This design comes from an exercise in tuning for small area, a short achievable clock period and few clock cycles on the open sky130 flow, not from production work. RTL that was checked went through simulation tests only; none was proved equivalent to the original. The RTL of runs 1 to 3 was laid out without a check of its function. Power is estimated from default activity; no workload was simulated.

===== flow/run.sh =====
#!/bin/bash
# synth_recipe.tcl (not shown) runs the flow's synth.tcl, then flattens the netlist and writes it again
# the make line also repeats each setting of config.mk as NAME=value (left out here)
make -C /OpenROAD-flow-scripts/flow DESIGN_CONFIG=/design/flow/config.mk WORK_HOME=/design/flow/orfs CLKGATE_MAP_FILE= SYNTH_SCRIPT=/design/flow/synth_recipe.tcl finish

===== flow/config.mk =====
export PLATFORM = sky130hd
export DESIGN_NAME = u128_unit
export DESIGN_NICKNAME = u128_unit
export VERILOG_FILES = /design/flow/design.v
export SDC_FILE = /design/flow/constraint.sdc
export NUM_CORES = 4
export LEC_CHECK = 0
export ABC_AREA = 1
export CAP_MARGIN = 20
export CELL_PAD_IN_SITES_DETAIL_PLACEMENT = 2
export CELL_PAD_IN_SITES_GLOBAL_PLACEMENT = 2
export CORE_MARGIN = 2
export CORE_UTILIZATION = 25
export PLACE_DENSITY = 0.4
export SETUP_SLACK_MARGIN = 5
export SLEW_MARGIN = 20

===== flow/constraint.sdc =====
create_clock -name core_clock -period 13.0 [get_ports {clk}]
set_input_delay 2.6000 -clock core_clock [delete_from_list [all_inputs] [get_ports {clk}]]
set_output_delay 2.6000 -clock core_clock [all_outputs]
set_load 0.01 [all_outputs]

===== flow/design.v =====
module u128_unit (
    input  wire        clk,
    input  wire        rst,       
    input  wire        req,       
    input  wire        we,        
    input  wire [5:0]  addr,      
    input  wire [31:0] wdata,
    output wire        ready,     
    output reg  [31:0] rdata      
);
    localparam integer K     = 4;            
    localparam integer NSTEP = 128 / K;
    localparam [7:0] OP_ADD   = 8'h01;
    localparam [7:0] OP_SUB   = 8'h02;
    localparam [7:0] OP_AND   = 8'h03;
    localparam [7:0] OP_OR    = 8'h04;
    localparam [7:0] OP_XOR   = 8'h05;
    localparam [7:0] OP_NOT   = 8'h06;
    localparam [7:0] OP_SHL   = 8'h07;
    localparam [7:0] OP_SHR   = 8'h08;
    localparam [7:0] OP_LZC   = 8'h09;
    localparam [7:0] OP_DSTA  = 8'h10;
    localparam [7:0] OP_DDIG  = 8'h11;
    localparam [7:0] OP_DEND  = 8'h12;
    localparam [7:0] OP_B2D   = 8'h13;
    reg [127:0] a_q, b_q, r_q, dacc_q;
    reg         dseen_q;
    reg [1:0]   derr_q;           
    reg [1:0]   err_q;            
    reg [155:0] dig_q;            
    reg [5:0]   dlen_q;
    reg         conv_q;           
    reg         norm_q;           
    reg [4:0]   step_q;           
    reg         add_q, sub_q;     
    reg         shl_q, shr_q;     
    reg [6:0]   sh_q;             
    wire busy = conv_q | norm_q | add_q | sub_q | shl_q | shr_q;
    assign ready = ~busy;
    wire access = req & ~busy;
    wire wr     = access & we;
    wire cmd_wr = wr & (addr == 6'd12);
    wire [7:0]  op  = wdata[7:0];
    wire [7:0]  ch  = wdata[15:8];
    wire        rsv_zero = (wdata[31:16] == 16'd0);
    wire        ch_zero  = (ch == 8'd0);
    wire is_add  = (op == OP_ADD);
    wire is_sub  = (op == OP_SUB);
    wire is_and  = (op == OP_AND);
    wire is_or   = (op == OP_OR);
    wire is_xor  = (op == OP_XOR);
    wire is_not  = (op == OP_NOT);
    wire is_shl  = (op == OP_SHL);
    wire is_shr  = (op == OP_SHR);
    wire is_lzc  = (op == OP_LZC);
    wire is_dsta = (op == OP_DSTA);
    wire is_ddig = (op == OP_DDIG);
    wire is_dend = (op == OP_DEND);
    wire is_b2d  = (op == OP_B2D);
    wire op_known = is_add | is_sub | is_and | is_or | is_xor | is_not | is_shl | is_shr |
                    is_lzc | is_dsta | is_ddig | is_dend | is_b2d;
    wire legal  = op_known & rsv_zero & (is_ddig | ch_zero);
    wire cmd_ok = cmd_wr & legal;
    wire         is_digit = (ch[7:4] == 4'h3) & (ch[3:0] <= 4'd9);
    wire         d_hi     = ch[3];
    wire [2:0]   d_x      = ch[2:0] | {3{d_hi}};
    wire         d_y      = d_hi & ch[0];
    wire         arith = add_q | sub_q;
    wire [127:0] add_x = arith ? a_q : {dacc_q[124:0], d_x};
    wire [127:0] add_y = arith ? (b_q ^ {128{sub_q}}) : {dacc_q[126:0], d_y};
    wire         add_c = arith ? sub_q : d_hi;
    reg [128:0] pg_g, pg_p;
    integer bd, bi;
    always @(*) begin
        pg_g[0] = add_c;
        pg_p[0] = 1'b0;
        for (bi = 0; bi < 128; bi = bi + 1) begin
            pg_g[bi+1] = add_x[bi] & add_y[bi];
            pg_p[bi+1] = add_x[bi] ^ add_y[bi];
        end
        for (bd = 1; bd < 129; bd = bd * 2)
            for (bi = 2*bd - 1; bi < 129; bi = bi + 2*bd) begin
                pg_g[bi] = pg_g[bi] | (pg_p[bi] & pg_g[bi-bd]);
                pg_p[bi] = pg_p[bi] & pg_p[bi-bd];
            end
        for (bd = 64; bd >= 1; bd = bd / 2)
            for (bi = 3*bd - 1; bi < 129; bi = bi + 2*bd) begin
                pg_g[bi] = pg_g[bi] | (pg_p[bi] & pg_g[bi-bd]);
                pg_p[bi] = pg_p[bi] & pg_p[bi-bd];
            end
    end
    wire [127:0] sum  = add_x ^ add_y ^ pg_g[127:0];
    wire         cout = pg_g[128];
    wire         dec_ovf = cout | (|dacc_q[127:125]);
    wire shift_big = |b_q[127:7];
    reg [127:0] z_v;
    reg [6:0]   z_c [0:127];
    reg [7:0]   lzc;
    integer zl, zg;
    always @(*) begin
        for (zg = 0; zg < 128; zg = zg + 1) begin
            z_v[zg] = a_q[127 - zg];
            z_c[zg] = 7'd0;
        end
        for (zl = 0; zl < 7; zl = zl + 1)
            for (zg = 0; zg < (64 >> zl); zg = zg + 1) begin
                z_c[zg] = z_v[2*zg] ? z_c[2*zg] : (z_c[2*zg+1] | (7'd1 << zl));
                z_v[zg] = z_v[2*zg] | z_v[2*zg+1];
            end
        lzc = {~z_v[0], z_c[0] & {7{z_v[0]}}};
    end
    reg [5:0] dmax;
    always @(*) begin
        case (lzc)
            8'd0: dmax = 6'd39;
            8'd1: dmax = 6'd39;
            8'd2: dmax = 6'd38;
            8'd3: dmax = 6'd38;
            8'd4: dmax = 6'd38;
            8'd5: dmax = 6'd38;
            8'd6: dmax = 6'd37;
            8'd7: dmax = 6'd37;
            8'd8: dmax = 6'd37;
            8'd9: dmax = 6'd36;
            8'd10: dmax = 6'd36;
            8'd11: dmax = 6'd36;
            8'd12: dmax = 6'd35;
            8'd13: dmax = 6'd35;
            8'd14: dmax = 6'd35;
            8'd15: dmax = 6'd35;
            8'd16: dmax = 6'd34;
            8'd17: dmax = 6'd34;
            8'd18: dmax = 6'd34;
            8'd19: dmax = 6'd33;
            8'd20: dmax = 6'd33;
            8'd21: dmax = 6'd33;
            8'd22: dmax = 6'd32;
            8'd23: dmax = 6'd32;
            8'd24: dmax = 6'd32;
            8'd25: dmax = 6'd32;
            8'd26: dmax = 6'd31;
            8'd27: dmax = 6'd31;
            8'd28: dmax = 6'd31;
            8'd29: dmax = 6'd30;
            8'd30: dmax = 6'd30;
            8'd31: dmax = 6'd30;
            8'd32: dmax = 6'd29;
            8'd33: dmax = 6'd29;
            8'd34: dmax = 6'd29;
            8'd35: dmax = 6'd28;
            8'd36: dmax = 6'd28;
            8'd37: dmax = 6'd28;
            8'd38: dmax = 6'd28;
            8'd39: dmax = 6'd27;
            8'd40: dmax = 6'd27;
            8'd41: dmax = 6'd27;
            8'd42: dmax = 6'd26;
            8'd43: dmax = 6'd26;
            8'd44: dmax = 6'd26;
            8'd45: dmax = 6'd25;
            8'd46: dmax = 6'd25;
            8'd47: dmax = 6'd25;
            8'd48: dmax = 6'd25;
            8'd49: dmax = 6'd24;
            8'd50: dmax = 6'd24;
            8'd51: dmax = 6'd24;
            8'd52: dmax = 6'd23;
            8'd53: dmax = 6'd23;
            8'd54: dmax = 6'd23;
            8'd55: dmax = 6'd22;
            8'd56: dmax = 6'd22;
            8'd57: dmax = 6'd22;
            8'd58: dmax = 6'd22;
            8'd59: dmax = 6'd21;
            8'd60: dmax = 6'd21;
            8'd61: dmax = 6'd21;
            8'd62: dmax = 6'd20;
            8'd63: dmax = 6'd20;
            8'd64: dmax = 6'd20;
            8'd65: dmax = 6'd19;
            8'd66: dmax = 6'd19;
            8'd67: dmax = 6'd19;
            8'd68: dmax = 6'd19;
            8'd69: dmax = 6'd18;
            8'd70: dmax = 6'd18;
            8'd71: dmax = 6'd18;
            8'd72: dmax = 6'd17;
            8'd73: dmax = 6'd17;
            8'd74: dmax = 6'd17;
            8'd75: dmax = 6'd16;
            8'd76: dmax = 6'd16;
            8'd77: dmax = 6'd16;
            8'd78: dmax = 6'd16;
            8'd79: dmax = 6'd15;
            8'd80: dmax = 6'd15;
            8'd81: dmax = 6'd15;
            8'd82: dmax = 6'd14;
            8'd83: dmax = 6'd14;
            8'd84: dmax = 6'd14;
            8'd85: dmax = 6'd13;
            8'd86: dmax = 6'd13;
            8'd87: dmax = 6'd13;
            8'd88: dmax = 6'd13;
            8'd89: dmax = 6'd12;
            8'd90: dmax = 6'd12;
            8'd91: dmax = 6'd12;
            8'd92: dmax = 6'd11;
            8'd93: dmax = 6'd11;
            8'd94: dmax = 6'd11;
            8'd95: dmax = 6'd10;
            8'd96: dmax = 6'd10;
            8'd97: dmax = 6'd10;
            8'd98: dmax = 6'd10;
            8'd99: dmax = 6'd9;
            8'd100: dmax = 6'd9;
            8'd101: dmax = 6'd9;
            8'd102: dmax = 6'd8;
            8'd103: dmax = 6'd8;
            8'd104: dmax = 6'd8;
            8'd105: dmax = 6'd7;
            8'd106: dmax = 6'd7;
            8'd107: dmax = 6'd7;
            8'd108: dmax = 6'd7;
            8'd109: dmax = 6'd6;
            8'd110: dmax = 6'd6;
            8'd111: dmax = 6'd6;
            8'd112: dmax = 6'd5;
            8'd113: dmax = 6'd5;
            8'd114: dmax = 6'd5;
            8'd115: dmax = 6'd4;
            8'd116: dmax = 6'd4;
            8'd117: dmax = 6'd4;
            8'd118: dmax = 6'd4;
            8'd119: dmax = 6'd3;
            8'd120: dmax = 6'd3;
            8'd121: dmax = 6'd3;
            8'd122: dmax = 6'd2;
            8'd123: dmax = 6'd2;
            8'd124: dmax = 6'd2;
            8'd125: dmax = 6'd1;
            8'd126: dmax = 6'd1;
            8'd127: dmax = 6'd1;
            8'd128: dmax = 6'd1;
            default: dmax = 6'd1;
        endcase
    end
    wire [K-1:0] chunk = a_q[127 - K*step_q -: K];
    function [3:0] dd_adj(input [3:0] d);    
        begin
            dd_adj[3] = d[3] | (d[2] & d[1]) | (d[2] & d[0]);
            dd_adj[2] = (d[3] & d[0]) | (d[2] & ~d[1] & ~d[0]);
            dd_adj[1] = (d[3] & ~d[0]) | (~d[2] & d[1]) | (d[1] & d[0]);
            dd_adj[0] = (~d[3] & ~d[2] & d[0]) | (d[2] & d[1] & ~d[0]) | (d[3] & ~d[0]);
        end
    endfunction
    reg [155:0] dd;
    reg [38:0]  ins;              
    integer l, k;
    always @(*) begin
        for (k = 0; k < 39; k = k + 1)
            ins[k] = (dlen_q == 6'd39 - k[5:0]);
        dd = dig_q;
        for (l = 0; l < K; l = l + 1) begin
            for (k = 0; k < 39; k = k + 1)
                dd[4*k +: 4] = dd_adj(dd[4*k +: 4]);
            dd = {dd[154:0], 1'b0};
            for (k = 0; k < 39; k = k + 1)
                dd[4*k] = dd[4*k] | (ins[k] & chunk[K-1-l]);
        end
    end
    always @(posedge clk) begin
        if (rst) begin
            a_q     <= 128'd0;
            b_q     <= 128'd0;
            r_q     <= 128'd0;
            dacc_q  <= 128'd0;
            dseen_q <= 1'b0;
            derr_q  <= 2'd0;
            err_q   <= 2'd0;
            dig_q   <= 156'd0;
            dlen_q  <= 6'd0;
            conv_q  <= 1'b0;
            norm_q  <= 1'b0;
            step_q  <= 5'd0;
            add_q   <= 1'b0;
            sub_q   <= 1'b0;
            shl_q   <= 1'b0;
            shr_q   <= 1'b0;
            sh_q    <= 7'd0;
        end else begin
            if (wr) begin
                case (addr)
                    6'd0: a_q[127:96] <= wdata;
                    6'd1: a_q[95:64]  <= wdata;
                    6'd2: a_q[63:32]  <= wdata;
                    6'd3: a_q[31:0]   <= wdata;
                    6'd4: b_q[127:96] <= wdata;
                    6'd5: b_q[95:64]  <= wdata;
                    6'd6: b_q[63:32]  <= wdata;
                    6'd7: b_q[31:0]   <= wdata;
                    default: ;
                endcase
            end
            if (cmd_wr) begin
                if (!legal) err_q <= 2'd3;
                else        err_q <= 2'd0;
            end
            if (cmd_ok) begin
                add_q <= is_add;
                sub_q <= is_sub;
                if (is_and) r_q <= a_q & b_q;
                if (is_or)  r_q <= a_q | b_q;
                if (is_xor) r_q <= a_q ^ b_q;
                if (is_not) r_q <= ~a_q;
                if (is_lzc) r_q <= {120'd0, lzc};
                if (is_shl | is_shr) begin
                    if (shift_big) begin
                        r_q <= 128'd0;
                    end else begin
                        r_q   <= a_q;
                        sh_q  <= b_q[6:0];
                        shl_q <= is_shl & (b_q[6:0] != 7'd0);
                        shr_q <= is_shr & (b_q[6:0] != 7'd0);
                    end
                end
                if (is_dsta) begin
                    dacc_q  <= 128'd0;
                    dseen_q <= 1'b0;
                    derr_q  <= 2'd0;
                end
                if (is_ddig) begin
                    dseen_q <= 1'b1;
                    if (derr_q != 2'd0) begin
                        err_q <= derr_q;
                    end else if (!is_digit) begin
                        derr_q <= 2'd1;
                        err_q  <= 2'd1;
                    end else if (dec_ovf) begin
                        dacc_q <= {128{1'b1}};
                        derr_q <= 2'd2;
                        err_q  <= 2'd2;
                    end else begin
                        dacc_q <= sum;
                    end
                end
                if (is_dend) begin
                    if (derr_q != 2'd0)
                        err_q <= derr_q;
                    else if (!dseen_q)
                        err_q <= 2'd1;
                    r_q     <= dacc_q;
                    dacc_q  <= 128'd0;
                    dseen_q <= 1'b0;
                    derr_q  <= 2'd0;
                end
                if (is_b2d) begin
                    dig_q  <= 156'd0;
                    dlen_q <= dmax;
                    step_q <= lzc[7] ? 5'd31 : lzc[6:2];
                    conv_q <= 1'b1;
                end
            end
            if (arith) begin
                r_q   <= sum;
                add_q <= 1'b0;
                sub_q <= 1'b0;
            end
            if (shl_q | shr_q) begin
                if (sh_q >= 7'd8) begin
                    r_q  <= shl_q ? {r_q[119:0], 8'd0} : {8'd0, r_q[127:8]};
                    sh_q <= sh_q - 7'd8;
                    if (sh_q == 7'd8) begin
                        shl_q <= 1'b0;
                        shr_q <= 1'b0;
                    end
                end else begin
                    r_q  <= shl_q ? {r_q[126:0], 1'b0} : {1'b0, r_q[127:1]};
                    sh_q <= sh_q - 7'd1;
                    if (sh_q == 7'd1) begin
                        shl_q <= 1'b0;
                        shr_q <= 1'b0;
                    end
                end
            end
            if (conv_q) begin
                dig_q  <= dd;
                step_q <= step_q + 5'd1;
                if (step_q == NSTEP - 1) begin
                    conv_q <= 1'b0;
                    norm_q <= (dd[155:152] == 4'd0) && (dlen_q != 6'd1);
                end
            end
            if (norm_q) begin
                dig_q  <= {dig_q[151:0], 4'd0};
                dlen_q <= dlen_q - 6'd1;
                norm_q <= 1'b0;
            end
        end
    end
    function [7:0] dchar(input integer idx);
        dchar = ({2'b00, {2{idx < dlen_q}}, 4'd0}) | {4'd0, dig_q[155 - 4*idx -: 4]};
    endfunction
    always @(*) begin
        rdata = 32'd0;
        case (addr)
            6'd0:  rdata = a_q[127:96];
            6'd1:  rdata = a_q[95:64];
            6'd2:  rdata = a_q[63:32];
            6'd3:  rdata = a_q[31:0];
            6'd4:  rdata = b_q[127:96];
            6'd5:  rdata = b_q[95:64];
            6'd6:  rdata = b_q[63:32];
            6'd7:  rdata = b_q[31:0];
            6'd8:  rdata = r_q[127:96];
            6'd9:  rdata = r_q[95:64];
            6'd10: rdata = r_q[63:32];
            6'd11: rdata = r_q[31:0];
            6'd13: rdata = {23'd0, dseen_q, 2'b00, derr_q, 2'b00, err_q};
            6'd14: rdata = {26'd0, dlen_q};
            6'd16: rdata = {dchar(0),  dchar(1),  dchar(2),  dchar(3)};
            6'd17: rdata = {dchar(4),  dchar(5),  dchar(6),  dchar(7)};
            6'd18: rdata = {dchar(8),  dchar(9),  dchar(10), dchar(11)};
            6'd19: rdata = {dchar(12), dchar(13), dchar(14), dchar(15)};
            6'd20: rdata = {dchar(16), dchar(17), dchar(18), dchar(19)};
            6'd21: rdata = {dchar(20), dchar(21), dchar(22), dchar(23)};
            6'd22: rdata = {dchar(24), dchar(25), dchar(26), dchar(27)};
            6'd23: rdata = {dchar(28), dchar(29), dchar(30), dchar(31)};
            6'd24: rdata = {dchar(32), dchar(33), dchar(34), dchar(35)};
            6'd25: rdata = {dchar(36), dchar(37), dchar(38), 8'd0};
            6'd28: rdata = dacc_q[127:96];
            6'd29: rdata = dacc_q[95:64];
            6'd30: rdata = dacc_q[63:32];
            6'd31: rdata = dacc_q[31:0];
            default: rdata = 32'd0;
        endcase
    end
endmodule

==> results.txt, run 1 <==
RR Endpoint = r_q[76]$_SDFFE_PP0P_
port buffer count = 74
clk_skew = 0.0513 ns
CTS tree = done
clock-pin transition on the worst setup and hold timing paths = 0.06 ns
status = complete, no violations
average vias per placed instance = 6.19
Mapped Cells = 11600
Synth Area in Compound Gates = 32.0%
dominant cell type by area after synthesis = dfxtp_1
vias in the first global route = 92700
Setup WS post-layout = 4.78 ns
syn_area_per_cell = 6.07 um^2
Routed wire per std cell = 40.3 um
Worst Tran Pin Value = 1.42 ns
dominant cells by area after synthesis = dfxtp_1 (20%), nand2_1 (12%), a21oi_1 (8.3%)
Post-Syn Area = 0.0703 mm^2
slowest CP cell = clkdlybuf4s50_1
EDFF count, synth = 0
Finished Core Util = 29.1%
slowest stage delay, CP = 0.65 ns
Post-Layout Inst Area = 0.0814 mm^2
Die H = 534 um
hold path depth = 2
placed inst area = 0.0754 mm^2
core area = 0.280 mm^2
largest family of logic cells by synthesized area = compound AO/OA/AOI/OAI gates
global-route wire length before repair = 824000 um
clock sinks = 697
root buffer cell = clkbuf_16
Area growth syn-to-layout = 15.7%
CP most frequent cell = buf_4
post-synthesis xor/xnor area fraction = 0.845%
adder-cell share of the synthesized area = 8.90%
critical path type = in -> out
drt pass-1 iters = 6
HPWL after detailed placement = 483000 um
DIE AREA = 0.286 mm^2
r2r startpoint = sub_q$_SDFFE_PP0P_
Hold Slack = 0.473 ns
yosys warns = 2
DRT Wirelength = 616000 um
Tcrit/Tclk final = 63.2%
worst endpoint data arrival time = 5.62 ns
Max Clk Rate = 122 MHz
Reg2Reg Setup Slack = 4.93 ns
Critical Path, Cell by Cell = clkdlybuf4s15_2 > inv_1 > nor2_4 > buf_4 > nand3_1 > buf_4 > o22ai_2 > nor3_2 > nand4_1 > clkdlybuf4s50_1
post-synthesis register bit count = 697
HP Start = r_q[125]$_SDFFE_PP0P_
Die W = 534 um
Rel. slew slack = 5.25%
power density over the cells = 75.2 mW/mm^2
final hold vios = 0
Hold Crit Class = reg -> reg
largest net degree at the start of global routing = 118
GRT overflow = 0
simple-gate share of the synthesized area = 26.6%
RSZ-0062 raised after global routing = true
max-capacitance violation count = 0
DRC = 0
setup_tns = 0 ns
critical path launch point type = input port
antenna-violating nets left = 0
asr flop ratio synth = 0%
# fillers = 34200
final setup fails = 0
WHS Endpoint = r_q[125]$_SDFFE_PP0P_
fin nets = 11900
Register-to-Register Path Depth = 23
VDD IR max = 0.106 mV
layout cell share with drive strength beyond 1 = 8.56%
required time worst endpoint = 10.40 ns
total global-route track usage = 41.6%
min cycle time layout = 8.22 ns
vias = 94600
Synth top cells by count = nand2_1 (2244), inv_1 (1338), a21oi_1 (1160)
Starting Density = 25.1%
cell with the most instances after synthesis = nand2_1
initial DRC count = 11900
Seq/Total Area, Yosys = 19.8%
placement-stage worst setup slack = 2.82 ns
Max Slew Vio Count = 0
CP Capture Type = primary output
mux share of post-synthesis cell area = 0.0854%
Post-synth top flop = dfxtp_1
initial antenna violation count = 127
# IOs = 75
synthesized net count = 12100
Leak Pwr = 33.1 nW
H-tree depth = 3
routability cong. = 1.06
Skew-Pair Late Insertion Delay = 0.85 ns
total CTS buffers = 107
Synth cell types = 72
Crit Path Max Fanout = 16
Yosys top cell area share = 19.8%
Rows = 194
Max Buffers Root-to-Sink = 3
[layout make-up]
cell class,instances,area [um^2],share of cell area (%)
multi-input combinational,8773,49400,60.7
sequential,697,14000,17.2
inverter,1448,5590,6.86
tap,3724,4660,5.73
timing repair buffer,403,3640,4.47
clock buffer,135,2960,3.64
clock inverter,67,1090,1.34
antenna,30,75.1,0.0923
timing repair inverter,2,13.8,0.0169
[how the worst max path moves through the flow]
stage                     startpoint         to  slack [ns]
after global placement       addr[4]   rdata[1]        2.80
after detailed placement     addr[4]   rdata[1]        2.82
after global routing         addr[0]  rdata[18]        4.92
final                        addr[4]  rdata[18]        4.78
after CTS                    addr[4]   rdata[1]        4.87
after floorplan              addr[4]   rdata[2]        6.00
[placed cells by master (no fill, tap or decap), types with 38 or more instances in the layout]
cell type and count:
o21ai_1 74, a31oi_1 179, nor2_1 1078, nand4_1 116
nand2_2 83, nand3_1 620, dfxtp_1 694, nor3_1 140
clkbuf_16 107, clkdlybuf4s50_1 42, nor4_1 39, fa_1 65
nand2_1 2231, buf_4 286, o221ai_1 79, o211ai_1 265
o21ai_0 921, a221oi_1 57, inv_1 1309, o22ai_1 426
ha_1 396, a21oi_1 1156, inv_2 63, o21bai_1 42
a211oi_1 261, clkinv_1 38
[worst max-delay path, delay by kind of cell]
| kind | cells | cell delay (ns) |
|---|---|---|
| buffers and inverters | 5 | 1.43 |
| AO/OA/AOI/OAI | 1 | 0.23 |
| AND/OR/NAND/NOR | 4 | 1.34 |
[where the power goes]
group | leakage [nW] | total, W | internal, W | switching (W)
sequential | 5.61 | 0.00215 | 0.00214 | 0.00000837
combinational | 25.5 | 0.000444 | 0.0000928 | 0.000352
clock | 1.96 | 0.00353 | 0.00208 | 0.00145
[stage by stage]
step / cells / power [W]
final: 15300 / 0.00612
after global routing: 15300 / 0.00624
after CTS: 15200 / 0.00614
after detailed placement: 15000 / 0.00261
after global placement: 15000 / 0.00261
after floorplan: 11600 / 0.00240
[flip-flops by register name (all words and copies together), names as in the netlist, 2 cells and up]
name	cells
dlen_q	6
r_q	128
dig_q	156
err_q	2
b_q	128
sh_q	7
a_q	128
dacc_q	128
step_q	5
derr_q	2
[logic make-up after synthesis]
kind of cell / count (synthesis)
mux: 6
compound gates: 3768
simple gates: 4470
xor+xnor: 67
flops: 697
fa+ha+maj: 461
buf+inv: 2116
[what timing repair did]
item                                    4_1_cts  5_1_grt
gates cloned                                  5        0
buffers inserted                             53       12
hold buffers                                  0        0
endpoints found under the setup margin      182      131
resized for setup                           292       36
pin swaps                                    44       17
[layer usage]
metal | vias to the layer above | track usage [%] | wire (um)
met5 | - | 0 | 759
met4 | 76 | 22.8 | 39700
met3 | 1161 | 12.1 | 66300
met2 | 4782 | 58.1 | 242000
met1 | 48900 | 56.6 | 267000
li1 | 39700 | - | -
==> run 2: changes to the inputs <==
--- a/flow/design.v
+++ b/flow/design.v
@@ -62,37 +62,49 @@
     wire legal  = op_known & rsv_zero & (is_ddig | ch_zero);
     wire cmd_ok = cmd_wr & legal;
     wire         is_digit = (ch[7:4] == 4'h3) & (ch[3:0] <= 4'd9);
-    wire         d_hi     = ch[3];
-    wire [2:0]   d_x      = ch[2:0] | {3{d_hi}};
-    wire         d_y      = d_hi & ch[0];
+    wire [4:0]   dec_lo   = {1'b0, dacc_q[0], 3'd0} + {1'b0, dacc_q[2:0], 1'b0} + {1'b0, ch[3:0]};
     wire         arith = add_q | sub_q;
-    wire [127:0] add_x = arith ? a_q : {dacc_q[124:0], d_x};
-    wire [127:0] add_y = arith ? (b_q ^ {128{sub_q}}) : {dacc_q[126:0], d_y};
-    wire         add_c = arith ? sub_q : d_hi;
-    reg [128:0] pg_g, pg_p;
+    wire [127:0] add_x = arith ? a_q : {dacc_q[124:1], 4'd0};
+    wire [127:0] add_y = arith ? (b_q ^ {128{sub_q}}) : {dacc_q[126:3], 4'hf};
+    wire         add_c = arith ? sub_q : dec_lo[4];
+    reg [127:0] pg_g, pg_p;
     integer bd, bi;
     always @(*) begin
-        pg_g[0] = add_c;
-        pg_p[0] = 1'b0;
         for (bi = 0; bi < 128; bi = bi + 1) begin
-            pg_g[bi+1] = add_x[bi] & add_y[bi];
-            pg_p[bi+1] = add_x[bi] ^ add_y[bi];
+            pg_g[bi] = add_x[bi] & add_y[bi];
+            pg_p[bi] = add_x[bi] ^ add_y[bi];
         end
-        for (bd = 1; bd < 129; bd = bd * 2)
-            for (bi = 2*bd - 1; bi < 129; bi = bi + 2*bd) begin
+        for (bd = 1; bd < 128; bd = bd * 2)
+            for (bi = 2*bd - 1; bi < 128; bi = bi + 2*bd) begin
                 pg_g[bi] = pg_g[bi] | (pg_p[bi] & pg_g[bi-bd]);
                 pg_p[bi] = pg_p[bi] & pg_p[bi-bd];
             end
-        for (bd = 64; bd >= 1; bd = bd / 2)
-            for (bi = 3*bd - 1; bi < 129; bi = bi + 2*bd) begin
+        for (bd = 32; bd >= 1; bd = bd / 2)
+            for (bi = 3*bd - 1; bi < 128; bi = bi + 2*bd) begin
                 pg_g[bi] = pg_g[bi] | (pg_p[bi] & pg_g[bi-bd]);
                 pg_p[bi] = pg_p[bi] & pg_p[bi-bd];
             end
     end
-    wire [127:0] sum  = add_x ^ add_y ^ pg_g[127:0];
-    wire         cout = pg_g[128];
+    wire [128:0] carry = {pg_g | (pg_p & {128{add_c}}), add_c};
+    wire [127:0] sum   = add_x ^ add_y ^ carry[127:0];
+    wire         cout  = carry[128];
+    wire [127:0] dec_next = {sum[127:4], dec_lo[3:0]};
     wire         dec_ovf = cout | (|dacc_q[127:125]);
     wire shift_big = |b_q[127:7];
+    reg [3:0] tt;
+    always @(*) begin
+        tt = 4'b0000;
+        if (is_and) tt = 4'b1000;
+        if (is_or)  tt = 4'b1110;
+        if (is_xor) tt = 4'b0110;
+        if (is_not) tt = 4'b0011;
+        if ((is_shl | is_shr) & ~shift_big) tt = 4'b1100;
+    end
+    reg [127:0] lu;
+    integer li;
+    always @(*)
+        for (li = 0; li < 128; li = li + 1)
+            lu[li] = tt[{a_q[li], b_q[li]}];
     reg [127:0] z_v;
     reg [6:0]   z_c [0:127];
     reg [7:0]   lzc;
@@ -308,16 +320,10 @@
             if (cmd_ok) begin
                 add_q <= is_add;
                 sub_q <= is_sub;
-                if (is_and) r_q <= a_q & b_q;
-                if (is_or)  r_q <= a_q | b_q;
-                if (is_xor) r_q <= a_q ^ b_q;
-                if (is_not) r_q <= ~a_q;
+                if (is_and | is_or | is_xor | is_not | is_shl | is_shr) r_q <= lu;
                 if (is_lzc) r_q <= {120'd0, lzc};
                 if (is_shl | is_shr) begin
-                    if (shift_big) begin
-                        r_q <= 128'd0;
-                    end else begin
-                        r_q   <= a_q;
+                    if (!shift_big) begin
                         sh_q  <= b_q[6:0];
                         shl_q <= is_shl & (b_q[6:0] != 7'd0);
                         shr_q <= is_shr & (b_q[6:0] != 7'd0);
@@ -340,7 +346,7 @@
                         derr_q <= 2'd2;
                         err_q  <= 2'd2;
                     end else begin
-                        dacc_q <= sum;
+                        dacc_q <= dec_next;
                     end
                 end
                 if (is_dend) begin
==> flow/flow/run.sh (new file) <==
#!/bin/bash
bash standard.sh > standard.log 2>&1
==> flow/standard.sh (new file) <==
#!/bin/bash
# synth_recipe.tcl (not shown) runs the flow's synth.tcl, then flattens the netlist and writes it again
# the make line also repeats each setting of config.mk as NAME=value (left out here)
make -C /OpenROAD-flow-scripts/flow DESIGN_CONFIG=/design/flow/config.mk WORK_HOME=/design/flow/orfs CLKGATE_MAP_FILE= SYNTH_SCRIPT=/design/flow/synth_recipe.tcl "${@:-finish}"
--- a/flow/config.mk
+++ b/flow/config.mk
@@ -10,7 +10,7 @@
 export CELL_PAD_IN_SITES_DETAIL_PLACEMENT = 2
 export CELL_PAD_IN_SITES_GLOBAL_PLACEMENT = 2
 export CORE_MARGIN = 2
-export CORE_UTILIZATION = 25
-export PLACE_DENSITY = 0.4
+export CORE_UTILIZATION = 55
+export PLACE_DENSITY = 0.65
 export SETUP_SLACK_MARGIN = 5
 export SLEW_MARGIN = 20
removed: flow/run.sh
==> results.txt, run 2 <==
Starting Density = 55.3%
Die H = 351 um
syn_area_per_cell = 5.77 um^2
dominant cell type by area after synthesis = dfxtp_1
EDFF count, synth = 0
Rows = 127
Mapped Cells = 11500
asr flop ratio synth = 0%
Synth cell types = 73
dominant cells by area after synthesis = dfxtp_1 (21%), nand2_1 (14%), a21oi_1 (10%)
Seq/Total Area, Yosys = 21.0%
Synth top cells by count = nand2_1 (2412), inv_1 (1408), a21oi_1 (1381)
Post-synth top flop = dfxtp_1
synthesized net count = 11700
Die W = 351 um
cell with the most instances after synthesis = nand2_1
Post-Syn Area = 0.0663 mm^2
post-synthesis register bit count = 697
Fail Step = global placement without I/O
yosys warns = 2
Yosys top cell area share = 21.0%
Error = [ERROR GPL-0301] Utilization 118.192 % exceeds 100%.
status = did not finish
==> run 2: cell families after synthesis <==
kind of cell / Yosys count / share of synthesized area, %
AOI/OAI and AO/OA: 3691 / 32.4
and+or+nand+nor: 4707 / 30.0
xor gates and xnor gates: 92 / 1.25
buffers and inverters: 2164 / 12.5
DFF: 697 / 21.0
adders and majority gates: 148 / 2.83
==> run 3: changes to the inputs <==
--- a/flow/design.v
+++ b/flow/design.v
@@ -6,7 +6,7 @@
     input  wire [5:0]  addr,      
     input  wire [31:0] wdata,
     output wire        ready,     
-    output reg  [31:0] rdata      
+    output wire [31:0] rdata      
 );
     localparam integer K     = 4;            
     localparam integer NSTEP = 128 / K;
@@ -35,11 +35,17 @@
     reg         add_q, sub_q;     
     reg         shl_q, shr_q;     
     reg [6:0]   sh_q;             
-    wire busy = conv_q | norm_q | add_q | sub_q | shl_q | shr_q;
-    assign ready = ~busy;
-    wire access = req & ~busy;
-    wire wr     = access & we;
-    wire cmd_wr = wr & (addr == 6'd12);
+    reg [31:0]  rdata_q;          
+    reg [5:0]   paddr_q;          
+    reg         pval_q;           
+    wire busy   = conv_q | norm_q | add_q | sub_q | shl_q | shr_q;
+    wire rd_hit = pval_q & (addr == paddr_q);
+    assign ready = ~busy & (we | rd_hit);
+    assign rdata = rdata_q;
+    wire wr      = req & we & ~busy;
+    wire rd      = req & ~we & ~busy & rd_hit;
+    wire rd_miss = req & ~we & ~busy & ~rd_hit;
+    wire cmd_wr  = wr & (addr == 6'd12);
     wire [7:0]  op  = wdata[7:0];
     wire [7:0]  ch  = wdata[15:8];
     wire        rsv_zero = (wdata[31:16] == 16'd0);
@@ -280,17 +286,103 @@
                 dd[4*k] = dd[4*k] | (ins[k] & chunk[K-1-l]);
         end
     end
+    reg [127:0] r_d;
+    always @(*) begin
+        r_d = r_q;
+        if (cmd_ok & (is_and | is_or | is_xor | is_not | is_shl | is_shr)) r_d = lu;
+        if (cmd_ok & is_lzc) r_d = {120'd0, lzc};
+        if (cmd_ok & is_dend) r_d = dacc_q;
+        if (arith) r_d = sum;
+        if (shl_q) r_d = (sh_q >= 7'd8) ? {r_q[119:0], 8'd0} : {r_q[126:0], 1'b0};
+        if (shr_q) r_d = (sh_q >= 7'd8) ? {8'd0, r_q[127:8]} : {1'b0, r_q[127:1]};
+        if (rst) r_d = 128'd0;
+    end
+    reg [5:0] dlen_d;
+    always @(*) begin
+        dlen_d = dlen_q;
+        if (cmd_ok & is_b2d) dlen_d = dmax;
+        if (norm_q) dlen_d = dlen_q - 6'd1;
+        if (rst) dlen_d = 6'd0;
+    end
+    reg [5:0] pnext;
+    always @(*) begin
+        pnext = paddr_q;
+        if (cmd_wr)
+            pnext = is_b2d ? 6'd14 : 6'd8;
+        else if (rd)
+            pnext = (addr == 6'd11) ? 6'd13 : (addr == 6'd14) ? 6'd16 : addr + 6'd1;
+        else if (rd_miss)
+            pnext = addr;
+    end
+    wire p_ab   = (pnext[5:3] == 3'd0);
+    wire p_r123 = (pnext == 6'd9) | (pnext == 6'd10) | (pnext == 6'd11);
+    wire r_chg  = cmd_wr | arith | shl_q | shr_q;
+    wire p_dstr = (pnext >= 6'd16) & (pnext <= 6'd25);
+    wire p_dacc = (pnext[5:2] == 4'd7);
+    wire hazard = (p_ab & wr & (addr == pnext)) |
+                  ((pnext == 6'd13) & cmd_wr) |
+                  (p_r123 & r_chg) |
+                  (p_dstr & (busy | (cmd_ok & is_b2d))) |
+                  (p_dacc & cmd_ok & (is_dsta | is_ddig | is_dend));
+    function [7:0] dchar(input integer idx);
+        dchar = ({2'b00, {2{idx < dlen_q}}, 4'd0}) | {4'd0, dig_q[155 - 4*idx -: 4]};
+    endfunction
+    reg [31:0] pword;
+    always @(*) begin
+        pword = 32'd0;
+        case (pnext)
+            6'd0:  pword = a_q[127:96];
+            6'd1:  pword = a_q[95:64];
+            6'd2:  pword = a_q[63:32];
+            6'd3:  pword = a_q[31:0];
+            6'd4:  pword = b_q[127:96];
+            6'd5:  pword = b_q[95:64];
+            6'd6:  pword = b_q[63:32];
+            6'd7:  pword = b_q[31:0];
+            6'd8:  pword = r_d[127:96];
+            6'd9:  pword = r_q[95:64];
+            6'd10: pword = r_q[63:32];
+            6'd11: pword = r_q[31:0];
+            6'd13: pword = {23'd0, dseen_q, 2'b00, derr_q, 2'b00, err_q};
+            6'd14: pword = {26'd0, dlen_d};
+            6'd16: pword = {dchar(0),  dchar(1),  dchar(2),  dchar(3)};
+            6'd17: pword = {dchar(4),  dchar(5),  dchar(6),  dchar(7)};
+            6'd18: pword = {dchar(8),  dchar(9),  dchar(10), dchar(11)};
+            6'd19: pword = {dchar(12), dchar(13), dchar(14), dchar(15)};
+            6'd20: pword = {dchar(16), dchar(17), dchar(18), dchar(19)};
+            6'd21: pword = {dchar(20), dchar(21), dchar(22), dchar(23)};
+            6'd22: pword = {dchar(24), dchar(25), dchar(26), dchar(27)};
+            6'd23: pword = {dchar(28), dchar(29), dchar(30), dchar(31)};
+            6'd24: pword = {dchar(32), dchar(33), dchar(34), dchar(35)};
+            6'd25: pword = {dchar(36), dchar(37), dchar(38), 8'd0};
+            6'd28: pword = dacc_q[127:96];
+            6'd29: pword = dacc_q[95:64];
+            6'd30: pword = dacc_q[63:32];
+            6'd31: pword = dacc_q[31:0];
+            default: pword = 32'd0;
+        endcase
+    end
+    always @(posedge clk) begin
+        r_q     <= r_d;
+        dlen_q  <= dlen_d;
+        rdata_q <= pword;
+        if (rst) begin
+            paddr_q <= 6'd0;
+            pval_q  <= 1'b0;
+        end else begin
+            paddr_q <= pnext;
+            pval_q  <= ~hazard;
+        end
+    end
     always @(posedge clk) begin
         if (rst) begin
             a_q     <= 128'd0;
             b_q     <= 128'd0;
-            r_q     <= 128'd0;
             dacc_q  <= 128'd0;
             dseen_q <= 1'b0;
             derr_q  <= 2'd0;
             err_q   <= 2'd0;
             dig_q   <= 156'd0;
-            dlen_q  <= 6'd0;
             conv_q  <= 1'b0;
             norm_q  <= 1'b0;
             step_q  <= 5'd0;
@@ -320,8 +412,6 @@
             if (cmd_ok) begin
                 add_q <= is_add;
                 sub_q <= is_sub;
-                if (is_and | is_or | is_xor | is_not | is_shl | is_shr) r_q <= lu;
-                if (is_lzc) r_q <= {120'd0, lzc};
                 if (is_shl | is_shr) begin
                     if (!shift_big) begin
                         sh_q  <= b_q[6:0];
@@ -354,33 +444,28 @@
                         err_q <= derr_q;
                     else if (!dseen_q)
                         err_q <= 2'd1;
-                    r_q     <= dacc_q;
                     dacc_q  <= 128'd0;
                     dseen_q <= 1'b0;
                     derr_q  <= 2'd0;
                 end
                 if (is_b2d) begin
                     dig_q  <= 156'd0;
-                    dlen_q <= dmax;
                     step_q <= lzc[7] ? 5'd31 : lzc[6:2];
                     conv_q <= 1'b1;
                 end
             end
             if (arith) begin
-                r_q   <= sum;
                 add_q <= 1'b0;
                 sub_q <= 1'b0;
             end
             if (shl_q | shr_q) begin
                 if (sh_q >= 7'd8) begin
-                    r_q  <= shl_q ? {r_q[119:0], 8'd0} : {8'd0, r_q[127:8]};
                     sh_q <= sh_q - 7'd8;
                     if (sh_q == 7'd8) begin
                         shl_q <= 1'b0;
                         shr_q <= 1'b0;
                     end
                 end else begin
-                    r_q  <= shl_q ? {r_q[126:0], 1'b0} : {1'b0, r_q[127:1]};
                     sh_q <= sh_q - 7'd1;
                     if (sh_q == 7'd1) begin
                         shl_q <= 1'b0;
@@ -398,46 +483,8 @@
             end
             if (norm_q) begin
                 dig_q  <= {dig_q[151:0], 4'd0};
-                dlen_q <= dlen_q - 6'd1;
                 norm_q <= 1'b0;
             end
         end
     end
-    function [7:0] dchar(input integer idx);
-        dchar = ({2'b00, {2{idx < dlen_q}}, 4'd0}) | {4'd0, dig_q[155 - 4*idx -: 4]};
-    endfunction
-    always @(*) begin
-        rdata = 32'd0;
-        case (addr)
-            6'd0:  rdata = a_q[127:96];
-            6'd1:  rdata = a_q[95:64];
-            6'd2:  rdata = a_q[63:32];
-            6'd3:  rdata = a_q[31:0];
-            6'd4:  rdata = b_q[127:96];
-            6'd5:  rdata = b_q[95:64];
-            6'd6:  rdata = b_q[63:32];
-            6'd7:  rdata = b_q[31:0];
-            6'd8:  rdata = r_q[127:96];
-            6'd9:  rdata = r_q[95:64];
-            6'd10: rdata = r_q[63:32];
-            6'd11: rdata = r_q[31:0];
-            6'd13: rdata = {23'd0, dseen_q, 2'b00, derr_q, 2'b00, err_q};
-            6'd14: rdata = {26'd0, dlen_q};
-            6'd16: rdata = {dchar(0),  dchar(1),  dchar(2),  dchar(3)};
-            6'd17: rdata = {dchar(4),  dchar(5),  dchar(6),  dchar(7)};
-            6'd18: rdata = {dchar(8),  dchar(9),  dchar(10), dchar(11)};
-            6'd19: rdata = {dchar(12), dchar(13), dchar(14), dchar(15)};
-            6'd20: rdata = {dchar(16), dchar(17), dchar(18), dchar(19)};
-            6'd21: rdata = {dchar(20), dchar(21), dchar(22), dchar(23)};
-            6'd22: rdata = {dchar(24), dchar(25), dchar(26), dchar(27)};
-            6'd23: rdata = {dchar(28), dchar(29), dchar(30), dchar(31)};
-            6'd24: rdata = {dchar(32), dchar(33), dchar(34), dchar(35)};
-            6'd25: rdata = {dchar(36), dchar(37), dchar(38), 8'd0};
-            6'd28: rdata = dacc_q[127:96];
-            6'd29: rdata = dacc_q[95:64];
-            6'd30: rdata = dacc_q[63:32];
-            6'd31: rdata = dacc_q[31:0];
-            default: rdata = 32'd0;
-        endcase
-    end
 endmodule
==> flow/flow/run.sh (replaced) <==
#!/bin/bash
# The standard layout flow, with repair_timing aiming for a setup slack
# of 6.5 ns at the design's clock period; tool output goes to standard.log.
bash standard.sh SETUP_SLACK_MARGIN=6.5 finish > standard.log 2>&1
==> flow/config.mk (replaced) <==
export PLATFORM = sky130hd
export DESIGN_NAME = u128_unit
export DESIGN_NICKNAME = u128_unit
export VERILOG_FILES = /design/flow/design.v
export SDC_FILE = /design/flow/constraint.sdc
export NUM_CORES = 4
export LEC_CHECK = 0
export ABC_AREA = 1
export CAP_MARGIN = 20
export CELL_PAD_IN_SITES_DETAIL_PLACEMENT = 1
export CELL_PAD_IN_SITES_GLOBAL_PLACEMENT = 1
export CORE_MARGIN = 2
export CORE_UTILIZATION = 35
export PLACE_DENSITY = 0.45
export SETUP_SLACK_MARGIN = 5
export SLEW_MARGIN = 20
==> results.txt, run 3 <==
critical path type = in -> reg
Routed wire per std cell = 37.9 um
HPWL after detailed placement = 395000 um
Tcrit/Tclk final = 51.5%
Max Buffers Root-to-Sink = 3
initial antenna violation count = 89
yosys warns = 2
dominant cell type by area after synthesis = dfxtp_1
largest net degree at the start of global routing = 183
CTS tree = done
asr flop ratio synth = 0%
Post-synth top flop = dfxtp_1
clock sinks = 736
total global-route track usage = 52.6%
Synth top cells by count = nand2_1 (2643), a21oi_1 (1424), inv_1 (1327)
post-synthesis xor/xnor area fraction = 1.38%
Reg area = 0.0147 mm^2
clock-pin transition on the worst setup and hold timing paths = 0.06 ns
H-tree depth = 3
DRT Wirelength = 532000 um
GRT overflow = 0
Mapped Cells = 11600
layout cell share with drive strength beyond 1 = 6.38%
Tot Pwr = 0.00577 W
VDD IR max = 0.104 mV
DIE AREA = 0.195 mm^2
syn_area_per_cell = 5.75 um^2
routability cong. = 1.13
Synth cell types = 80
Rows = 160
EDFF count, synth = 0
simple-gate share of the synthesized area = 30.6%
Post-Syn Area = 0.0670 mm^2
commonest non-fill, non-tap cell in the layout = nand2_1
Reg2Reg Setup Slack = 6.34 ns
core area = 0.190 mm^2
Yosys top cell area share = 22.0%
global-route wire length before repair = 718000 um
total CTS buffers = 99
final hold vios = 0
Die W = 441 um
post-synthesis register bit count = 736
adder-cell share of the synthesized area = 2.89%
Seq/Total Area, Yosys = 22.0%
status = complete, no violations
synthesized net count = 11800
fin nets = 11600
Max Slew Vio Count = 0
Leak Pwr = 29.6 nW
DRC = 0
antenna-violating nets left = 0
vias in the first global route = 87900
max-capacitance violation count = 0
vias = 94600
root buffer cell = clkbuf_16
Die H = 441 um
clk_skew = 0.0521 ns
min cycle time layout = 6.69 ns
Skew-Pair Late Insertion Delay = 0.86 ns
average vias per placed instance = 6.73
area of the multi-input gates = 0.0452 mm^2
most flop-heavy register = dig_q
drt pass-1 iters = 9
required time worst endpoint = 13.74 ns
port buffer count = 74
dominant cells by area after synthesis = dfxtp_1 (22%), nand2_1 (15%), a21oi_1 (11%)
critical path launch point type = input port
worst endpoint data arrival time = 7.43 ns
# fillers = 25600
mux share of post-synthesis cell area = 0%
# IOs = 75
power density over the cells = 77.3 mW/mm^2
setup_tns = 0 ns
Max Clk Rate = 149 MHz
Worst Tran Pin Value = 1.39 ns
commonest cells after routing, fill and taps aside = nand2_1 (2615), a21oi_1 (1418), inv_1 (1311)
Crit Path Max Fanout = 14
Starting Density = 35.2%
cell with the most instances after synthesis = nand2_1
Area growth syn-to-layout = 11.4%
cts hold-fix bufs = 0
Hold Crit Class = reg -> reg
RSZ-0062 raised after global routing = true
initial DRC count = 13400
final setup fails = 0
max reg flops = 156
largest family of logic cells by synthesized area = compound AO/OA/AOI/OAI gates
CP Capture Type = register
Synth Area in Compound Gates = 31.2%
Rel. slew slack = 7.06%
run 3: changes by cell type after synthesis, moves of 43 or more:
cell	before	now
nand2_1	2412	2643
nor2_1	1149	1306
inv_1	1408	1327
o21ai_0	950	888
o221ai_1	66	122
o211ai_1	194	146
nand3_1	746	699
a21oi_1	1381	1424
run 3: final timing paths:
path                   startpoint                     end  cells past startpoint
min          r_q[68]$_SDFFE_PP0P_    r_q[68]$_SDFFE_PP0P_                      2
max                      wdata[2]     rdata_q[12]$_DFF_P_                     20
max reg2reg    sub_q$_SDFFE_PP0P_  dacc_q[6]$_SDFFE_PP0P_                     23
min reg2reg  r_q[68]$_SDFFE_PP0P_    r_q[68]$_SDFFE_PP0P_                      2
run 3: what timing repair did:
item / CTS / global route
pin swaps: 10 / 11
buffers inserted: 30 / 11
gates cloned: 5 / 2
endpoints found under the setup margin: 463 / 430
resized for setup: 164 / 117
run 3: metal layers:
| layer | up-vias | part of all wire (%) | GRT usage, % | wire length [um] |
|---|---|---|---|---|
| met4 | 38 | 11 | 48.1 | 59300 |
| met3 | 2356 | 13 | 23.1 | 71200 |
| met1 | 46100 | 36 | 60.1 | 192000 |
| met2 | 6985 | 39 | 73.0 | 210000 |
| li1 | 39100 | - | - | - |
| met5 | - | 0.10 | 0.806 | 543 |
run 3: logic make-up after synthesis:
family / count (synthesis)
flops: 736
fa+ha+maj: 153
buf+inv: 2061
compound gates: 3625
simple gates: 4971
xor+xnor: 103
run 3: report_power, final:
group          total, W  switching (W)  internal [W]
Clock           0.00299        0.00136       0.00163
Sequential      0.00227     0.00000770       0.00226
Combinational  0.000515       0.000410      0.000104
run 3: critical path, cell delays in order:
cell             delay, ns
clkdlybuf4s15_2       0.43
nor2_1                0.34
inv_1                 0.18
nor3_1                0.24
inv_2                 0.12
nor2_2                0.20
inv_1                 0.18
nor2_1                0.17
inv_2                 0.08
o21ai_4               0.18
nand2_2               0.27
nor2_1                0.28
nand2_2               0.10
inv_2                 0.53
nand2_1               0.50
o2111ai_1             0.46
nor2_1                0.11
nand3_1               0.14
nor2_2                0.11
nand2_1               0.18
run 3: final cells by class:
type	instances	area share, %
antenna	77	0.258
clock buffer	144	3.89
clock inverter	35	0.479
inverter	1401	7.21
multi-input combinational	8857	60.5
sequential	736	19.8
tap	2511	4.21
timing repair buffer	294	3.68
timing repair inverter	1	0.00671
run 3: through the flow:
step | hold WS, ns | utilization, % | cell area, um^2 | cells | worst slack, ns
after floorplan | 0.444 | - | 67000 | 11600 | 6.70
after global placement | 0.451 | 36.7 | 69700 | 13700 | 3.68
after detailed placement | 0.460 | 36.7 | 69700 | 13800 | 3.52
after CTS | 0.469 | 38.8 | 73800 | 14000 | 6.42
after global routing | 0.491 | 39.2 | 74500 | 14000 | 6.47
final | 0.468 | 39.2 | 74600 | 14100 | 6.31
==> run 4: changes to the inputs <==
--- a/flow/design.v
+++ b/flow/design.v
@@ -96,6 +96,7 @@
     wire         cout  = carry[128];
     wire [127:0] dec_next = {sum[127:4], dec_lo[3:0]};
     wire         dec_ovf = cout | (|dacc_q[127:125]);
+    wire [127:0] dacc_v  = dacc_q | {128{derr_q == 2'd2}};
     wire shift_big = |b_q[127:7];
     reg [3:0] tt;
     always @(*) begin
@@ -291,7 +292,7 @@
         r_d = r_q;
         if (cmd_ok & (is_and | is_or | is_xor | is_not | is_shl | is_shr)) r_d = lu;
         if (cmd_ok & is_lzc) r_d = {120'd0, lzc};
-        if (cmd_ok & is_dend) r_d = dacc_q;
+        if (cmd_ok & is_dend) r_d = dacc_v;
         if (arith) r_d = sum;
         if (shl_q) r_d = (sh_q >= 7'd8) ? {r_q[119:0], 8'd0} : {r_q[126:0], 1'b0};
         if (shr_q) r_d = (sh_q >= 7'd8) ? {8'd0, r_q[127:8]} : {1'b0, r_q[127:1]};
@@ -327,40 +328,58 @@
     function [7:0] dchar(input integer idx);
         dchar = ({2'b00, {2{idx < dlen_q}}, 4'd0}) | {4'd0, dig_q[155 - 4*idx -: 4]};
     endfunction
+    wire [31:0] wv [0:31];
+    assign wv[0]  = a_q[127:96];
+    assign wv[1]  = a_q[95:64];
+    assign wv[2]  = a_q[63:32];
+    assign wv[3]  = a_q[31:0];
+    assign wv[4]  = b_q[127:96];
+    assign wv[5]  = b_q[95:64];
+    assign wv[6]  = b_q[63:32];
+    assign wv[7]  = b_q[31:0];
+    assign wv[8]  = r_d[127:96];
+    assign wv[9]  = r_q[95:64];
+    assign wv[10] = r_q[63:32];
+    assign wv[11] = r_q[31:0];
+    assign wv[12] = 32'd0;
+    assign wv[13] = {23'd0, dseen_q, 2'b00, derr_q, 2'b00, err_q};
+    assign wv[14] = {26'd0, dlen_d};
+    assign wv[15] = 32'd0;
+    assign wv[16] = {dchar(0),  dchar(1),  dchar(2),  dchar(3)};
+    assign wv[17] = {dchar(4),  dchar(5),  dchar(6),  dchar(7)};
+    assign wv[18] = {dchar(8),  dchar(9),  dchar(10), dchar(11)};
+    assign wv[19] = {dchar(12), dchar(13), dchar(14), dchar(15)};
+    assign wv[20] = {dchar(16), dchar(17), dchar(18), dchar(19)};
+    assign wv[21] = {dchar(20), dchar(21), dchar(22), dchar(23)};
+    assign wv[22] = {dchar(24), dchar(25), dchar(26), dchar(27)};
+    assign wv[23] = {dchar(28), dchar(29), dchar(30), dchar(31)};
+    assign wv[24] = {dchar(32), dchar(33), dchar(34), dchar(35)};
+    assign wv[25] = {dchar(36), dchar(37), dchar(38), 8'd0};
+    assign wv[26] = 32'd0;
+    assign wv[27] = 32'd0;
+    assign wv[28] = dacc_v[127:96];
+    assign wv[29] = dacc_v[95:64];
+    assign wv[30] = dacc_v[63:32];
+    assign wv[31] = dacc_v[31:0];
+    wire [63:0] oh_addr = 64'd1 << addr;
+    wire [63:0] oh_hold = 64'd1 << paddr_q;
+    reg  [63:0] oh_seq;
+    always @(*) begin
+        oh_seq     = {oh_addr[62:0], oh_addr[63]};
+        oh_seq[12] = 1'b0;
+        oh_seq[13] = oh_addr[11] | oh_addr[12];
+        oh_seq[15] = 1'b0;
+        oh_seq[16] = oh_addr[14] | oh_addr[15];
+    end
+    wire [63:0] psel = cmd_wr  ? (is_b2d ? (64'd1 << 14) : (64'd1 << 8)) :
+                       rd      ? oh_seq :
+                       rd_miss ? oh_addr : oh_hold;
     reg [31:0] pword;
+    integer pj;
     always @(*) begin
         pword = 32'd0;
-        case (pnext)
-            6'd0:  pword = a_q[127:96];
-            6'd1:  pword = a_q[95:64];
-            6'd2:  pword = a_q[63:32];
-            6'd3:  pword = a_q[31:0];
-            6'd4:  pword = b_q[127:96];
-            6'd5:  pword = b_q[95:64];
-            6'd6:  pword = b_q[63:32];
-            6'd7:  pword = b_q[31:0];
-            6'd8:  pword = r_d[127:96];
-            6'd9:  pword = r_q[95:64];
-            6'd10: pword = r_q[63:32];
-            6'd11: pword = r_q[31:0];
-            6'd13: pword = {23'd0, dseen_q, 2'b00, derr_q, 2'b00, err_q};
-            6'd14: pword = {26'd0, dlen_d};
-            6'd16: pword = {dchar(0),  dchar(1),  dchar(2),  dchar(3)};
-            6'd17: pword = {dchar(4),  dchar(5),  dchar(6),  dchar(7)};
-            6'd18: pword = {dchar(8),  dchar(9),  dchar(10), dchar(11)};
-            6'd19: pword = {dchar(12), dchar(13), dchar(14), dchar(15)};
-            6'd20: pword = {dchar(16), dchar(17), dchar(18), dchar(19)};
-            6'd21: pword = {dchar(20), dchar(21), dchar(22), dchar(23)};
-            6'd22: pword = {dchar(24), dchar(25), dchar(26), dchar(27)};
-            6'd23: pword = {dchar(28), dchar(29), dchar(30), dchar(31)};
-            6'd24: pword = {dchar(32), dchar(33), dchar(34), dchar(35)};
-            6'd25: pword = {dchar(36), dchar(37), dchar(38), 8'd0};
-            6'd28: pword = dacc_q[127:96];
-            6'd29: pword = dacc_q[95:64];
-            6'd30: pword = dacc_q[63:32];
-            6'd31: pword = dacc_q[31:0];
-            default: pword = 32'd0;
-        endcase
+        for (pj = 0; pj < 32; pj = pj + 1)
+            pword = pword | (wv[pj] & {32{psel[pj]}});
     end
     always @(posedge clk) begin
         r_q     <= r_d;
@@ -431,12 +450,12 @@
                     end else if (!is_digit) begin
                         derr_q <= 2'd1;
                         err_q  <= 2'd1;
-                    end else if (dec_ovf) begin
-                        dacc_q <= {128{1'b1}};
-                        derr_q <= 2'd2;
-                        err_q  <= 2'd2;
                     end else begin
                         dacc_q <= dec_next;
+                        if (dec_ovf) begin
+                            derr_q <= 2'd2;
+                            err_q  <= 2'd2;
+                        end
                     end
                 end
                 if (is_dend) begin
==> flow/flow/run.sh (replaced) <==
#!/bin/bash
# The standard layout flow, with buf_4 as the port buffer cell and
# repair_timing aiming for a setup slack of 6.8 ns at the design's clock
# period; tool output goes to standard.log.
bash standard.sh "BUFFER_PORTS_ARGS=-buffer_cell sky130_fd_sc_hd__buf_4" SETUP_SLACK_MARGIN=6.8 finish > standard.log 2>&1
==> results.txt, run 4 <==
Hold Crit Class = reg -> reg
dominant cells by area after synthesis = dfxtp_1 (22%), nand2_1 (16%), a21oi_1 (9.2%)
dominant cell type by area after synthesis = dfxtp_1
port buffer count = 74
Setup WS post-layout = 6.40 ns
HPWL after detailed placement = 405000 um
root buffer cell = clkbuf_16
total global-route track usage = 52.1%
Synth top cells by count = nand2_1 (2929), nor2_1 (1442), inv_1 (1299)
slowest stage delay, CP = 0.51 ns
Worst Tran Pin Value = 1.33 ns
critical path type = reg -> reg
syn_area_per_cell = 5.71 um^2
drt pass-1 iters = 9
sequential power share = 37.7%
Synth cell types = 72
placement-stage worst setup slack = 4.17 ns
power density over the cells = 79.8 mW/mm^2
Rows = 161
yosys warns = 2
clock-pin transition on the worst setup and hold timing paths = 0.06 ns
worst endpoint data arrival time = 7.35 ns
layout cell share with drive strength beyond 1 = 7.47%
antenna-violating nets left = 0
GRT overflow = 0
Die W = 445 um
clk_skew = 0.0417 ns
critical path launch point type = register
DRT Wirelength = 538000 um
Leak Pwr = 31.4 nW
H-tree depth = 3
DRC = 0
min cycle time layout = 6.60 ns
Crit Path Max Fanout = 72
final setup fails = 0
Post-Syn Area = 0.0680 mm^2
Yosys top cell area share = 21.7%
post-synthesis register bit count = 736
Area growth syn-to-layout = 11.1%
P_int = 0.00421 W
Starting Density = 35.3%
max reg flops = 156
Post-synth top flop = dfxtp_1
most flop-heavy register = dig_q
RSZ-0062 raised after global routing = true
clock sinks = 736
Comb pwr share = 9.2%
CTS tree = done
# IOs = 75
Routed wire per std cell = 37.6 um
core area = 0.193 mm^2
VDD IR max = 0.0931 mV
status = complete, no violations
Skew-Pair Late Insertion Delay = 0.83 ns
commonest non-fill, non-tap cell in the layout = nand2_1
Hold Slack = 0.463 ns
setup_tns = 0 ns
max-capacitance violation count = 0
average vias per placed instance = 6.69
EDFF count, synth = 0
Max Buffers Root-to-Sink = 3
initial DRC count = 14800
commonest cells after routing, fill and taps aside = nand2_1 (2895), nor2_1 (1399), inv_1 (1277)
Max Slew Vio Count = 0
synthesized net count = 12100
Seq/Total Area, Yosys = 21.7%
vias in the first global route = 90000
Die H = 445 um
cell with the most instances after synthesis = nand2_1
final hold vios = 0
Mapped Cells = 11900
fin nets = 11900
total CTS buffers = 104
Rel. slew slack = 11.1%
routability cong. = 1.16
Sw Ratio = 30.2%
largest net degree at the start of global routing = 136
Tcrit/Tclk final = 50.8%
Psw = 0.00182 W
initial antenna violation count = 82
cts hold-fix bufs = 0
Tot Pwr = 0.00603 W
vias = 95900
asr flop ratio synth = 0%
CP Capture Type = register
CP most frequent cell = nand2_1
DIE AREA = 0.198 mm^2
global-route wire length before repair = 727000 um
Clock Power Share = 53.2%
Max Clk Rate = 151 MHz
slowest CP cell = o21ai_4
required time worst endpoint = 13.75 ns
run 4: cell types whose count changed after synthesis, sizes merged, moves of 35 or more:
cell | previous run | this run
nand2 | 2674 | 2960
nor2 | 1339 | 1462
clkbuf | 492 | 457
o221ai | 122 | 47
buf | 168 | 206
a31oi | 87 | 51
a211oi | 168 | 348
nand3 | 709 | 787
a21oi | 1427 | 1254
o22ai | 499 | 436
o21ai | 968 | 874
run 4: final cells by class:
class	count	area, um^2
sequential	736	14700
tap	2526	3160
antenna	50	125
timing repair inverter	1	8.76
inverter	1399	5410
multi-input combinational	9124	46000
clock inverter	39	553
fill	26200	117000
clock buffer	143	2990
timing repair buffer	306	2580
run 4: final timing paths:
check / from / end / slack, ns / depth (start not counted)
max: add_q$_SDFFE_PP0N_ / rdata_q[7]$_DFF_P_ / 6.40 / 28
min reg2reg: sh_q[6]$_SDFFE_PP0P_ / sh_q[6]$_SDFFE_PP0P_ / 0.46 / 2
min: sh_q[6]$_SDFFE_PP0P_ / sh_q[6]$_SDFFE_PP0P_ / 0.46 / 2
max reg2reg: add_q$_SDFFE_PP0N_ / rdata_q[7]$_DFF_P_ / 6.40 / 28
run 4: cell families after synthesis:
group / after synthesis / synth area share, %
AND/OR/NAND/NOR: 5509 / 33.3
AO/OA/AOI/OAI: 3363 / 29.0
buffers and inverters: 2062 / 12.0
flip-flops: 736 / 21.7
adder cells (fa/ha/maj): 154 / 2.87
XOR/XNOR: 96 / 1.26
run 4: power groups by stage:
| stage | Sequential, W | Combinational [W] | Clock, W |
|---|---|---|---|
| after detailed placement | 0.00232 | 0.000488 | 0 |
| after global routing | 0.00227 | 0.000552 | 0.00326 |
| after CTS | 0.00227 | 0.000493 | 0.00318 |
| final | 0.00227 | 0.000552 | 0.00321 |
| after floorplan | 0.00231 | 0.000248 | 0 |
| after global placement | 0.00232 | 0.000484 | 0 |
run 4: per-stage QoR:
| step | instance area (um^2) | utilization (%) | std cells |
|---|---|---|---|
| final | 75600 | 39.2 | 14300 |
| after global routing | 75500 | 39.1 | 14300 |
| after CTS | 74900 | 38.8 | 14300 |
| after detailed placement | 70700 | 36.7 | 14100 |
| after global placement | 70700 | 36.7 | 14100 |
| after floorplan | 68000 | - | 11900 |
run 4: timing repair:
action / in CTS / in global routing
gates resized for setup: 104 / 116
setup endpoints to repair: 395 / 261
pin swaps: 9 / 17
gates cloned: 4 / 0
setup buffers: 15 / 14
run 4: routing by layer:
| layer | part of all wire (%) | vias up | routed length (um) | track usage, % |
|---|---|---|---|---|
| li1 | - | 39700 | - | - |
| met1 | 38 | 46900 | 204000 | 64.6 |
| met2 | 38 | 7317 | 203000 | 69.5 |
| met3 | 15 | 1903 | 80400 | 23.5 |
| met4 | 9.3 | 48 | 49900 | 39.6 |
| met5 | 0.10 | - | 552 | 0.0733 |
run 4: critical path: cells and delay by family (launching register included):
kind / cells / cell delay, ns
fa+ha+maj: 1 / 0.39
compound gates: 2 / 0.61
simple gates: 18 / 3.32
buf+inv: 7 / 1.69
flops: 1 / 0.35
Testbench counts of run 4, summed over its fixed seeds: cycles 8,305.

-- static timing again, ports no longer ideal --
How much do the figures lean on ideal ports? The routed layouts below were timed once more, with nothing changed but the port constraints. Step 1 (the two cells are an assumption about what drives the block):
set clk [get_ports {clk}]
set_driving_cell -lib_cell sky130_fd_sc_hd__clkbuf_16 $clk
set_driving_cell -lib_cell sky130_fd_sc_hd__buf_2 [delete_from_list [all_inputs] $clk]
Step 2 moves the port delays by t, midway between the first and last clock arrival at a register: inputs arrive t later, outputs are due t later. That takes back most of the time a late clock gives input paths. a / b / c = ideal / step 1 / step 2; a / b = the first two.
run | shift t [ns] | setup WS [ns] | hold slack, ns | worst setup path at the end | clock arrival spread, ns
run 1 | 0.925 | 4.784 / 4.673 / 3.891 | 0.473 / 0.473 / 0.473 | input to register | 0.052 / 0.051
run 3 | 0.928 | 6.306 / 6.253 / 5.325 | 0.468 / 0.468 / 0.468 | input to register | 0.052 / 0.052
run 4 | 0.904 | 6.397 / 6.397 / 5.705 | 0.463 / 0.463 / 0.463 | input to register | 0.042 / 0.042
After both steps setup and hold are still met in every run listed. The setup slack of run 3, which loses most, moves by -0.053 ns with the drivers and by -0.981 ns with both steps.
